This design comes from an exercise in tuning for small area, a short achievable clock period and few clock cycles on the open sky130 flow, not from production work.
Function was checked by simulation only, so behaviour that the tests miss may differ from the original.
Power is estimated from default activity; no workload was simulated.

==> trial 40 <==
==> flow/design.v (excerpt) <==
module b64core (
    input  wire        clk,
    input  wire        rst,
    input  wire        enc_in_valid,
    input  wire [9:0]  enc_in_data,
    output wire        enc_in_ready,
    output wire        enc_out_valid,
    output wire [32:0] enc_out_data,
    input  wire        enc_out_ready,
    output wire        enc_busy,
    input  wire        dec_in_valid,
    input  wire [22:0] dec_in_data,
    output wire        dec_in_ready,
    output wire        dec_out_valid,
    output wire [27:0] dec_out_data,
    input  wire        dec_out_ready,
    output wire        dec_busy
);
clock: 5.0 ns
lec_check: 0
abc_area: 1
cap_margin: 20
core_margin: 2
core_utilization: 40
cts_buf_list: sky130_fd_sc_hd__clkbuf_4
setup_slack_margin: 2.6
slew_margin: 20
standard.sh (not shown) runs the stock make flow with config.mk's settings and CLKGATE_MAP_FILE= SYNTH_SCRIPT=/design/flow/synth_recipe.tcl, a recipe that flattens the netlist after the stock synthesis.
==> flow/flow/run.sh <==
#!/bin/bash
# Own layout flow: the standard ORFS flow (standard synthesis unchanged),
# with the ports buffered by buf_2 cells instead of the default delay-buffer
# pick, and gate resizing not tied to cell footprints.
set -euo pipefail
bash standard.sh \
    MATCH_CELL_FOOTPRINT=0 \
    "BUFFER_PORTS_ARGS=-buffer_cell sky130_fd_sc_hd__buf_2" \
    finish > orfs_flow.log 2>&1
==> trial 70: changes against trial 40 <==
--- a/flow/design.v
+++ b/flow/design.v
@@ -127,10 +127,12 @@
 );
     localparam [6:0] PAD_CODE = 7'h3D;
     reg       r_byte, r_last;
     reg [7:0] r_x;
     reg [1:0] e_cnt;
+    reg [2:0] e_sa;          
+    reg [2:0] e_sl_n;        
     reg [6:0] e_c0, e_c1;    
     reg [1:0] e_lo0;         
     reg [3:0] e_lo1;         
     reg       e_close;       
     reg       e_pend;        
@@ -157,19 +159,24 @@
     wire cnt0 = (e_cnt == 2'd0);
     wire cnt1 = (e_cnt == 2'd1);
     wire cnt2 = (e_cnt == 2'd2);
     wire       byt = r_byte && !e_close;
     wire [3:0] xh  = byt ? r_x[7:4] : 4'h0;
-    wire [5:0] ia = cnt0 ? r_x[7:2] : cnt1 ? {e_lo0, xh} : {e_lo1, xh[3:2]};
-    wire [5:0] ib = cnt0 ? {r_x[1:0], 4'h0} : cnt1 ? {r_x[3:0], 2'b00} : r_x[5:0];
+    wire [5:0] ia = ({6{e_sa[0]}} & r_x[7:2]) | ({6{e_sa[1]}} & {e_lo0, xh}) |
+                    ({6{e_sa[2]}} & {e_lo1, xh[3:2]});
+    wire [5:0] ib = ({6{e_sa[0]}} & {r_x[1:0], 4'h0}) | ({6{e_sa[1]}} & {r_x[3:0], 2'b00}) |
+                    ({6{e_sa[2]}} & r_x[5:0]);
     wire [7:0] ca, cb;
     b64_alpha u_a (.idx(ia), .code(ca));
     b64_alpha u_b (.idx(ib), .code(cb));
-    wire [6:0] l0 = cnt0 ? ca[6:0] : e_c0;
-    wire [6:0] l1 = cnt0 ? cb[6:0] : cnt1 ? ca[6:0] : e_c1;
-    wire [6:0] l2 = cnt0 ? PAD_CODE : cnt1 ? (byt ? cb[6:0] : PAD_CODE) : ca[6:0];
-    wire [6:0] l3 = (cnt2 && byt) ? cb[6:0] : PAD_CODE;
+    wire       lc0 = !e_sl_n[0];
+    wire       lc1 = !e_sl_n[1];
+    wire       lc2 = !e_sl_n[2];
+    wire [6:0] l0 = lc0 ? ca[6:0] : e_c0;
+    wire [6:0] l1 = lc0 ? cb[6:0] : lc1 ? ca[6:0] : e_c1;
+    wire [6:0] l2 = lc0 ? PAD_CODE : lc1 ? (byt ? cb[6:0] : PAD_CODE) : ca[6:0];
+    wire [6:0] l3 = (lc2 && byt) ? cb[6:0] : PAD_CODE;
     wire data_d = e_close ? !cnt0 : ((cnt2 && r_byte) || (r_last && (!cnt0 || r_byte)));
     wire [32:0] q_d = (e_pend || !data_d) ? {1'b1, 32'h0} :
                       {1'b0, 1'b0, l0, 1'b0, l1, 1'b0, l2, 1'b0, l3};
     wire       r_any    = r_byte || r_last;
     assign     stuck    = r_any && (e_close || (r_byte && cnt2 && !(q_free && !e_pend)));
@@ -191,16 +198,20 @@
     wire       two_nx   = (cnt1 && r_byte && !r_last) || (cnt2 && !r_byte && !r_last && !e_close);
     wire       risk     = stuck || (busy_nx && (k_byte || k_last) && (shut_nx || (two_nx && k_byte)));
     always @(posedge clk) begin
         if (rst) begin
             e_cnt    <= 2'd0;
+            e_sa     <= 3'b001;
+            e_sl_n   <= 3'b110;
             e_close  <= 1'b0;
             e_pend   <= 1'b0;
             e_ready  <= 1'b1;
             e_active <= 1'b0;
         end else begin
             e_cnt    <= cnt_nx;
+            e_sa     <= {cnt_nx == 2'd2, cnt_nx == 2'd1, cnt_nx == 2'd0};
+            e_sl_n   <= {cnt_nx != 2'd2, cnt_nx != 2'd1, cnt_nx != 2'd0};
             e_close  <= close_nx;
             e_pend   <= pend_nx;
             e_ready  <= !(valid_nx && risk);
             if (k_last)
                 e_active <= 1'b0;
@@ -240,11 +251,12 @@
 );
     localparam [1:0] ST_OK       = 2'b01;
     localparam [1:0] ST_LEN_ERR  = 2'b10;
     localparam [1:0] ST_CHAR_ERR = 2'b11;
     reg        r_chr, r_last;
-    reg        r_val, r_pad;
+    reg        r_pad;
+    reg        r_full, r_h3, r_bad;    
     reg  [5:0] r_v;
     reg  [1:0] d_pos;
     reg  [5:0] d_v0, d_v1, d_v2;
     reg        d_pad2;       
     reg        d_err;
@@ -260,27 +272,36 @@
     assign in_ready = d_ready;
     assign busy     = d_active;
     wire       k_val, k_pad;
     wire [5:0] k_v;
     b64_rev u_rev (.c(in_data[20:0]), .is_val(k_val), .is_pad(k_pad), .val(k_v));
+    wire       f_end  = r_last || d_close;
+    wire [1:0] f_pos  = f_end ? 2'd0 : d_pos + {1'b0, r_chr};
+    wire       f_pad2 = (r_chr && (d_pos == 2'd2)) ? r_pad : d_pad2;
+    wire       f3     = (f_pos == 2'd3);
+    wire       f2     = (f_pos == 2'd2);
+    wire       k_full = f3 && k_val && !f_pad2;
+    wire       k_h3   = f3 && k_pad;
+    wire       k_bad  = f3 ? !k_full && !k_pad : f2 ? !k_val && !k_pad : !k_val;
     always @(posedge clk) begin
         if (rst) begin
             r_chr  <= 1'b0;
             r_last <= 1'b0;
         end else begin
             r_chr  <= k_chr;
             r_last <= k_last;
         end
-        r_val <= k_val;
-        r_pad <= k_pad;
-        r_v   <= k_v;
+        r_full <= k_full;
+        r_h3   <= k_h3;
+        r_bad  <= k_bad;
+        r_pad  <= k_pad;
+        r_v    <= k_v;
     end
     wire live  = r_chr && !d_err && !d_hold;     
-    wire full  = live && (d_pos == 2'd3) && r_val && !d_pad2;
-    wire hold3 = live && (d_pos == 2'd3) && r_pad;
-    wire bad   = live && ((d_pos == 2'd3) ? !full && !hold3 :
-                          (d_pos == 2'd2) ? !r_val && !r_pad : !r_val);
+    wire full  = live && r_full;
+    wire hold3 = live && r_h3;
+    wire bad   = live && r_bad;
     wire [1:0] pos_a  = d_pos + {1'b0, r_chr};
     wire       err_a  = d_err || bad || (r_chr && d_hold);
     wire       hold_a = (d_hold && !r_chr) || hold3;
     wire       closing = r_last || d_close;
     wire [1:0] status = (pos_a != 2'd0) ? ST_LEN_ERR :
@@ -302,11 +323,11 @@
     wire valid_nx = push || !q_free;
     wire [1:0] pos_nx = (done || queue) ? 2'd0 : pos_a;
     wire err_nx   = !(done || queue) && err_a;
     wire hold_nx  = !(done || queue) && hold_a;
     wire clean_nx = !d_err && !d_hold && !d_pend && !d_close && !r_last &&
-                    (((d_pos == 2'd3) && r_chr && r_val && !d_pad2) ||
+                    ((r_chr && r_full) ||
                      ((d_pos == 2'd0) && !r_chr));
     wire k_endok  = k_last && in_data[21] && clean_nx;
     wire risk = close_nx || (k_last && !k_endok) ||
                 ((pos_nx == 2'd2) && k_chr) || ((pos_nx == 2'd3) && !k_chr);
     always @(posedge clk) begin
==> build 55: changes against trial 40 <==
--- a/flow/design.v
+++ b/flow/design.v
@@ -127,10 +127,12 @@
 );
     localparam [6:0] PAD_CODE = 7'h3D;
     reg       r_byte, r_last;
     reg [7:0] r_x;
     reg [1:0] e_cnt;
+    reg [2:0] e_sa;          
+    reg [2:0] e_sl_n;        
     reg [6:0] e_c0, e_c1;    
     reg [1:0] e_lo0;         
     reg [3:0] e_lo1;         
     reg       e_close;       
     reg       e_pend;        
@@ -157,19 +159,24 @@
     wire cnt0 = (e_cnt == 2'd0);
     wire cnt1 = (e_cnt == 2'd1);
     wire cnt2 = (e_cnt == 2'd2);
     wire       byt = r_byte && !e_close;
     wire [3:0] xh  = byt ? r_x[7:4] : 4'h0;
-    wire [5:0] ia = cnt0 ? r_x[7:2] : cnt1 ? {e_lo0, xh} : {e_lo1, xh[3:2]};
-    wire [5:0] ib = cnt0 ? {r_x[1:0], 4'h0} : cnt1 ? {r_x[3:0], 2'b00} : r_x[5:0];
+    wire [5:0] ia = ({6{e_sa[0]}} & r_x[7:2]) | ({6{e_sa[1]}} & {e_lo0, xh}) |
+                    ({6{e_sa[2]}} & {e_lo1, xh[3:2]});
+    wire [5:0] ib = ({6{e_sa[0]}} & {r_x[1:0], 4'h0}) | ({6{e_sa[1]}} & {r_x[3:0], 2'b00}) |
+                    ({6{e_sa[2]}} & r_x[5:0]);
     wire [7:0] ca, cb;
     b64_alpha u_a (.idx(ia), .code(ca));
     b64_alpha u_b (.idx(ib), .code(cb));
-    wire [6:0] l0 = cnt0 ? ca[6:0] : e_c0;
-    wire [6:0] l1 = cnt0 ? cb[6:0] : cnt1 ? ca[6:0] : e_c1;
-    wire [6:0] l2 = cnt0 ? PAD_CODE : cnt1 ? (byt ? cb[6:0] : PAD_CODE) : ca[6:0];
-    wire [6:0] l3 = (cnt2 && byt) ? cb[6:0] : PAD_CODE;
+    wire       lc0 = !e_sl_n[0];
+    wire       lc1 = !e_sl_n[1];
+    wire       lc2 = !e_sl_n[2];
+    wire [6:0] l0 = lc0 ? ca[6:0] : e_c0;
+    wire [6:0] l1 = lc0 ? cb[6:0] : lc1 ? ca[6:0] : e_c1;
+    wire [6:0] l2 = lc0 ? PAD_CODE : lc1 ? (byt ? cb[6:0] : PAD_CODE) : ca[6:0];
+    wire [6:0] l3 = (lc2 && byt) ? cb[6:0] : PAD_CODE;
     wire data_d = e_close ? !cnt0 : ((cnt2 && r_byte) || (r_last && (!cnt0 || r_byte)));
     wire [32:0] q_d = (e_pend || !data_d) ? {1'b1, 32'h0} :
                       {1'b0, 1'b0, l0, 1'b0, l1, 1'b0, l2, 1'b0, l3};
     wire       r_any    = r_byte || r_last;
     assign     stuck    = r_any && (e_close || (r_byte && cnt2 && !(q_free && !e_pend)));
@@ -191,16 +198,20 @@
     wire       two_nx   = (cnt1 && r_byte && !r_last) || (cnt2 && !r_byte && !r_last && !e_close);
     wire       risk     = stuck || (busy_nx && (k_byte || k_last) && (shut_nx || (two_nx && k_byte)));
     always @(posedge clk) begin
         if (rst) begin
             e_cnt    <= 2'd0;
+            e_sa     <= 3'b001;
+            e_sl_n   <= 3'b110;
             e_close  <= 1'b0;
             e_pend   <= 1'b0;
             e_ready  <= 1'b1;
             e_active <= 1'b0;
         end else begin
             e_cnt    <= cnt_nx;
+            e_sa     <= {cnt_nx == 2'd2, cnt_nx == 2'd1, cnt_nx == 2'd0};
+            e_sl_n   <= {cnt_nx != 2'd2, cnt_nx != 2'd1, cnt_nx != 2'd0};
             e_close  <= close_nx;
             e_pend   <= pend_nx;
             e_ready  <= !(valid_nx && risk);
             if (k_last)
                 e_active <= 1'b0;
@@ -240,11 +251,12 @@
 );
     localparam [1:0] ST_OK       = 2'b01;
     localparam [1:0] ST_LEN_ERR  = 2'b10;
     localparam [1:0] ST_CHAR_ERR = 2'b11;
     reg        r_chr, r_last;
-    reg        r_val, r_pad;
+    reg        r_pad;
+    reg        r_full, r_h3, r_bad;    
     reg  [5:0] r_v;
     reg  [1:0] d_pos;
     reg  [5:0] d_v0, d_v1, d_v2;
     reg        d_pad2;       
     reg        d_err;
@@ -260,27 +272,36 @@
     assign in_ready = d_ready;
     assign busy     = d_active;
     wire       k_val, k_pad;
     wire [5:0] k_v;
     b64_rev u_rev (.c(in_data[20:0]), .is_val(k_val), .is_pad(k_pad), .val(k_v));
+    wire       f_end  = r_last || d_close;
+    wire [1:0] f_pos  = f_end ? 2'd0 : d_pos + {1'b0, r_chr};
+    wire       f_pad2 = (r_chr && (d_pos == 2'd2)) ? r_pad : d_pad2;
+    wire       f3     = (f_pos == 2'd3);
+    wire       f2     = (f_pos == 2'd2);
+    wire       k_full = f3 && k_val && !f_pad2;
+    wire       k_h3   = f3 && k_pad;
+    wire       k_bad  = f3 ? !k_full && !k_pad : f2 ? !k_val && !k_pad : !k_val;
     always @(posedge clk) begin
         if (rst) begin
             r_chr  <= 1'b0;
             r_last <= 1'b0;
         end else begin
             r_chr  <= k_chr;
             r_last <= k_last;
         end
-        r_val <= k_val;
-        r_pad <= k_pad;
-        r_v   <= k_v;
+        r_full <= k_full;
+        r_h3   <= k_h3;
+        r_bad  <= k_bad;
+        r_pad  <= k_pad;
+        r_v    <= k_v;
     end
     wire live  = r_chr && !d_err && !d_hold;     
-    wire full  = live && (d_pos == 2'd3) && r_val && !d_pad2;
-    wire hold3 = live && (d_pos == 2'd3) && r_pad;
-    wire bad   = live && ((d_pos == 2'd3) ? !full && !hold3 :
-                          (d_pos == 2'd2) ? !r_val && !r_pad : !r_val);
+    wire full  = live && r_full;
+    wire hold3 = live && r_h3;
+    wire bad   = live && r_bad;
     wire [1:0] pos_a  = d_pos + {1'b0, r_chr};
     wire       err_a  = d_err || bad || (r_chr && d_hold);
     wire       hold_a = (d_hold && !r_chr) || hold3;
     wire       closing = r_last || d_close;
     wire [1:0] status = (pos_a != 2'd0) ? ST_LEN_ERR :
@@ -302,11 +323,11 @@
     wire valid_nx = push || !q_free;
     wire [1:0] pos_nx = (done || queue) ? 2'd0 : pos_a;
     wire err_nx   = !(done || queue) && err_a;
     wire hold_nx  = !(done || queue) && hold_a;
     wire clean_nx = !d_err && !d_hold && !d_pend && !d_close && !r_last &&
-                    (((d_pos == 2'd3) && r_chr && r_val && !d_pad2) ||
+                    ((r_chr && r_full) ||
                      ((d_pos == 2'd0) && !r_chr));
     wire k_endok  = k_last && in_data[21] && clean_nx;
     wire risk = close_nx || (k_last && !k_endok) ||
                 ((pos_nx == 2'd2) && k_chr) || ((pos_nx == 2'd3) && !k_chr);
     always @(posedge clk) begin
--- a/flow/config.mk
+++ b/flow/config.mk
@@ -7,8 +7,8 @@
 export LEC_CHECK = 0
 export ABC_AREA = 1
 export CAP_MARGIN = 20
 export CORE_MARGIN = 2
 export CORE_UTILIZATION = 40
-export CTS_BUF_LIST = sky130_fd_sc_hd__clkbuf_4
-export SETUP_SLACK_MARGIN = 2.6
+export CTS_BUF_LIST = sky130_fd_sc_hd__clkbuf_8
+export SETUP_SLACK_MARGIN = 2.8
 export SLEW_MARGIN = 20
==> comparison <==
Power: trial 70 < trial 40 < build 55.
Between trial 70 and trial 40, the lower clock power is in trial 70 (gap about 30%, measured against trial 40).
Of build 55 and trial 40, build 55 has the higher sequential power (gap about 5%, measured against trial 40).
In die area, trial 70 and build 55 do not differ.
Of build 55 and trial 40, trial 40 has the higher non-clock buffer count (gap 8).
Testbench counts of trial 40, summed over its fixed seeds: cycles 20,400.
Testbench counts of trial 70, summed over its fixed seeds: cycles 20,400.
Testbench counts of build 55, summed over its fixed seeds: cycles 20,400.

port drivers added, routing unchanged:
The results above use ideal ports. As a check the final layouts listed here were re-extracted and re-timed, cells and wires unchanged.
Step 1, drivers: a clkbuf_16 drives clk and a buf_2 each remaining input, both assumed.
Step 2 adds t to the input delays and takes it off the output delays; t is the mean of the earliest and latest rising clock arrival at the registers after step 1. Input paths then give back, and output paths get back, about the clock's delay inside the block.
Slacks: ideal / step 1 / step 2; pairs: ideal / step 1.
run | t (ns) | slack for setup (ns) | worst setup path at the end | cell pins on the clock port's net
trial 40 | 0.554 | 2.708 / 2.708 / 2.374 | input to register | 1
trial 70 | 0.576 | 2.821 / 2.821 / 2.335 | input to register | 1
build 55 | 0.479 | 2.958 / 2.920 / 2.513 | input to register | 1
After both steps every run listed still meets setup and hold. For trial 70, which loses most, drivers alone change the setup slack by 0.000 ns; drivers and shift together by -0.486 ns.
